From an optimization exercise on the open Yosys and OpenROAD flow, aimed at small area, a short achievable clock period and few clock cycles; shortcuts taken in it are not production practice. At most, simulation tests tie the RTL to the original design; equivalence was not proved. No activity file was given, so power comes from the tool's default toggle rates.

## sdio_host_seq
module sdio_host_seq (
    input  wire        clk,
    input  wire        rst,           
    input  wire        gpio_irq,      
    input  wire        req_valid,
    output wire        req_ready,
    input  wire [3:0]  req_op,
    input  wire [31:0] req_arg0,
    input  wire [31:0] req_arg1,
    output wire        rsp_valid,
    output wire [2:0]  rsp_code,
    output reg  [31:0] rsp_value,
    output wire        cmd_valid,
    input  wire        cmd_ready,
    output reg         cmd_kind,      
    output reg  [31:0] cmd_arg,
    output reg         cmd_reg,       
    output wire [31:0] cmd_off,       
    output wire [31:0] cmd_wdata,     
    input  wire        bus_rsp_valid,
    input  wire        bus_rsp_fail,
    input  wire [7:0]  bus_rsp_data,
    input  wire [31:0] bus_rsp_word
);
    localparam [3:0] OP_INIT    = 4'd0,  OP_DEINIT  = 4'd1,  OP_RDREG  = 4'd2,
                     OP_WRREG   = 4'd3,  OP_BLKRD   = 4'd4,  OP_BLKWR  = 4'd5,
                     OP_STATUS  = 4'd6,  OP_CLEAR   = 4'd7,  OP_PEND   = 4'd8,
                     OP_SYNC    = 4'd9,
                     OP_RESET   = 4'd12, OP_ISINIT  = 4'd13, OP_SUSP   = 4'd14,
                     OP_RESUME  = 4'd15;
    localparam [2:0] RC_OK = 3'd0, RC_TRANSPORT = 3'd1, RC_NOT_READY = 3'd2,
                     RC_UNSUPPORTED = 3'd3, RC_TOO_MANY = 3'd4, RC_REFUSED = 3'd5;
    localparam [1:0] VAR_UNKNOWN = 2'd0, VAR_A = 2'd1, VAR_B = 2'd2;
    localparam [31:0] CHIP_ID_MASK = 32'hFFFFF000,
                      CHIP_ID_PAT_A = 32'h00100000, CHIP_ID_PAT_B = 32'h00300000;
    localparam [4:0] T_W0     = 5'd0,  T_W1     = 5'd1,  T_W2     = 5'd2,
                     T_SBRD   = 5'd3,  T_SBWR   = 5'd4,  T_REGRD  = 5'd5,
  ...
Size: about 1,100 cells after synthesis, about 8400 um2 of cells after synthesis.
clock: 8.0 ns
lec_check: 0
cap_margin: 20
core_margin: 2
core_utilization: 40
cts_cluster_diameter: 100
cts_cluster_size: 50
setup_slack_margin: 4.0
slew_margin: 20
standard.sh (not shown) runs the stock make flow with config.mk's settings and CLKGATE_MAP_FILE= SYNTH_SCRIPT=/design/flow/synth_recipe.tcl, a recipe that flattens the netlist after the stock synthesis.
==> flow/flow/run.sh <==
#!/bin/bash
# Standard layout, with the port buffers made from the smallest plain buffer cell
# and one tie cell for all constant outputs.
set -euo pipefail
export BUFFER_PORTS_ARGS="-buffer_cell sky130_fd_sc_hd__buf_1"
export SKIP_REPAIR_TIE_FANOUT=1
bash standard.sh > standard.log 2>&1
Testbench counts at the start, summed over its fixed seeds: cycles 13,179.
Next try:
==> flow/flow/run.sh (replaced) <==
#!/bin/bash
# Standard layout, with the port buffers made from the smallest plain buffer cell.
set -euo pipefail
export BUFFER_PORTS_ARGS="-buffer_cell sky130_fd_sc_hd__buf_1"
bash standard.sh > standard.log 2>&1
CORE_UTILIZATION = 60   (was 40)
CTS_CLUSTER_DIAMETER = unset   (was 100)
CTS_CLUSTER_SIZE = unset   (was 50)
PLACE_DENSITY = 0.75   (was unset)
Result: The new run finished with timing, DRC and antenna clean. Via count climbs by 5.1%. Design area decreases by 0.97%. Critical path depth rose by 1. Wire length came out lower by 6.7%. Synthesized area is unchanged. Sequential share of layout area grows by 0.28 points. Power is lower by 1.9%. Setup slack got worse by 4.1 ps. Cell count fell by 4.3%. Worst hold slack is better by 12 ps. First-iteration DRC count is higher by 17%.
Next try:
CORE_UTILIZATION = 40   (was 60)
PLACE_DENSITY = unset   (was 0.75)
Utilization goes down by 24 points.
Non-clock buffer count goes down by 11.
Die area goes up by 48%.
Count of clock-buffer cells in the layout goes down by 1.
Routed wire length goes up by 7.5%.
Hold slack is worse by 8.5 ps.
Register-to-register slack is better by 310 ps.
Cell area goes up by about 0.44%.
Clock power goes down by about 2%.
Next try:
==> flow/flow/run.sh (replaced) <==
#!/bin/bash
# Standard layout with two changes:
#  - the port buffers are made from the smallest plain buffer cell;
#  - the synthesis maps the logic with an area-oriented ABC script (flow/abc_area_deep.script)
#    in place of ORFS's speed script. Everything else in the synthesis is the standard flow's own script
#    (synth_recipe.tcl), so the registers and their names are those of the standard synthesis.
set -euo pipefail
here=$(pwd)
export BUFFER_PORTS_ARGS="-buffer_cell sky130_fd_sc_hd__buf_1"
export MY_ABC_SCRIPT="$here/flow/abc_area_deep.script"
{
  cat <<'EOT'
proc abc {args} {
  set i [lsearch -exact $args -script]
  if {$i >= 0} { lset args [expr {$i + 1}] $::env(MY_ABC_SCRIPT) }
  yosys abc {*}$args
}
EOT
  cat "$here/synth_recipe.tcl"
} > "$here/my_synth.tcl"
sed "s#$here/synth_recipe.tcl#$here/my_synth.tcl#g" standard.sh > my_standard.sh
grep -q my_synth.tcl my_standard.sh
bash my_standard.sh > standard.log 2>&1
==> flow/flow/abc_area_deep.script (new file) <==
strash
&get -n
&st
&syn2
&dch -f
&nf -R 1000
&put
- sequential share of layout area came out higher by 0.40 points
- clock skew is about the same
- sequential power came out higher by about 3%
- worst hold slack improves by 33 ps
- design area came out lower by 1.4%
- register-to-register slack degrades by 460 ps
- power came out higher by 4.2%
- sequential cell count does not change

* * *

sdio_host_seq, a different RTL version from the one above (not shown whole).
Size in the first run: about 87 flip-flops, ~250 I/O pins.
Design sdio_host_seq, start of the top module:
module sdio_host_seq (
    input  wire        clk,
    input  wire        rst,           
    input  wire        gpio_irq,      
    input  wire        req_valid,
    output wire        req_ready,
    input  wire [3:0]  req_op,
    input  wire [31:0] req_arg0,
    input  wire [31:0] req_arg1,
    output wire        rsp_valid,
    output wire [2:0]  rsp_code,
    output reg  [31:0] rsp_value,
    output wire        cmd_valid,
    input  wire        cmd_ready,
    output reg         cmd_kind,      
    output reg  [31:0] cmd_arg,
    output reg         cmd_reg,       
    output wire [31:0] cmd_off,       
    output wire [31:0] cmd_wdata,     
    input  wire        bus_rsp_valid,
    input  wire        bus_rsp_fail,
    input  wire [7:0]  bus_rsp_data,
    input  wire [31:0] bus_rsp_word
);
clock: 8.0 ns
lec_check: 0
cap_margin: 20
core_margin: 2
core_utilization: 40
setup_slack_margin: 4.0
slew_margin: 20
==> flow/flow/run.sh <==
#!/bin/bash
# Standard layout with two changes:
#  - the port buffers are made from the smallest plain buffer cell;
#  - the synthesis maps the logic with an area-oriented ABC script (flow/abc_area_deep.script)
#    in place of ORFS's speed script. Everything else in the synthesis is the standard flow's own script
#    (synth_recipe.tcl), so the registers and their names are those of the standard synthesis.
set -euo pipefail
here=$(pwd)
export BUFFER_PORTS_ARGS="-buffer_cell sky130_fd_sc_hd__buf_1"
export MY_ABC_SCRIPT="$here/flow/abc_area_deep.script"
{
  cat <<'EOT'
proc abc {args} {
  set i [lsearch -exact $args -script]
  if {$i >= 0} { lset args [expr {$i + 1}] $::env(MY_ABC_SCRIPT) }
  yosys abc {*}$args
}
EOT
  cat "$here/synth_recipe.tcl"
} > "$here/my_synth.tcl"
sed "s#$here/synth_recipe.tcl#$here/my_synth.tcl#g" standard.sh > my_standard.sh
grep -q my_synth.tcl my_standard.sh
bash my_standard.sh > standard.log 2>&1
==> flow/flow/abc_area_deep.script <==
strash
&get -n
&st
&dc2
&dch -f
&nf -a -R 1000
&st
&dc2
&dch -f
&nf -a -R 1000
&put
The first run went through all stages and came out clean.
==> next run, changes <==
--- a/flow/flow/run.sh
+++ b/flow/flow/run.sh
@@ -3,0 +4 @@
+#  - one tie cell drives all constant outputs;
@@ -9,0 +11 @@
+export SKIP_REPAIR_TIE_FANOUT=1
After rerunning: The new run completed without violations; core utilization decreases by 0.37 points; critical path depth decreases by 1; cell count decreases by 1.9%; wire length is about the same; clock skew decreases by 0.0077 ns; hold slack is worse by 0.026 ns; area after synthesis is unchanged; sequential power stays flat; total power increases by 5.5%; combinational power hardly moves.
No functional check of the RTL was part of any run of this note.

port drivers added, routing unchanged:
The flow's constraints put no driver on any port. The routed layouts listed below were extracted and timed again, unchanged, in two steps. Step 1 sets driving cells, clkbuf_16 on the clock port and buf_2 on the other inputs (assumed; they add their load-dependent delay and slew). Step 2 adds t to the input delays and takes it off the output delays; t is the mean of the earliest and latest rising clock arrival at the registers after step 1. Input paths then give back, and output paths get back, about the clock's delay inside the block. a / b / c = no drivers / after step 1 / after step 2; a / b = the first two.
| run | shift t [ns] | setup WS [ns] | cell pins on the clock port's net |
|---|---|---|---|
| the first run of note 1 | 0.401 | 4.013 / 3.966 / 3.787 | 1 |
| the second run of note 1 | 0.402 | 4.008 / 3.964 / 3.746 | 1 |
| the third run of note 1 | 0.399 | 4.026 / 4.003 / 3.805 | 1 |
| the fourth run of note 1 | 0.398 | 4.008 / 3.966 / 3.684 | 1 |
| the first run of note 2 | 0.399 | 3.995 / 3.952 / 3.661 | 1 |
| the second run of note 2 | 0.395 | 3.944 / 3.902 / 3.646 | 1 |
After both steps every run listed still meets setup and hold. For the first run of note 2, which loses most, drivers alone change the setup slack by -0.043 ns; drivers and shift together by -0.334 ns.
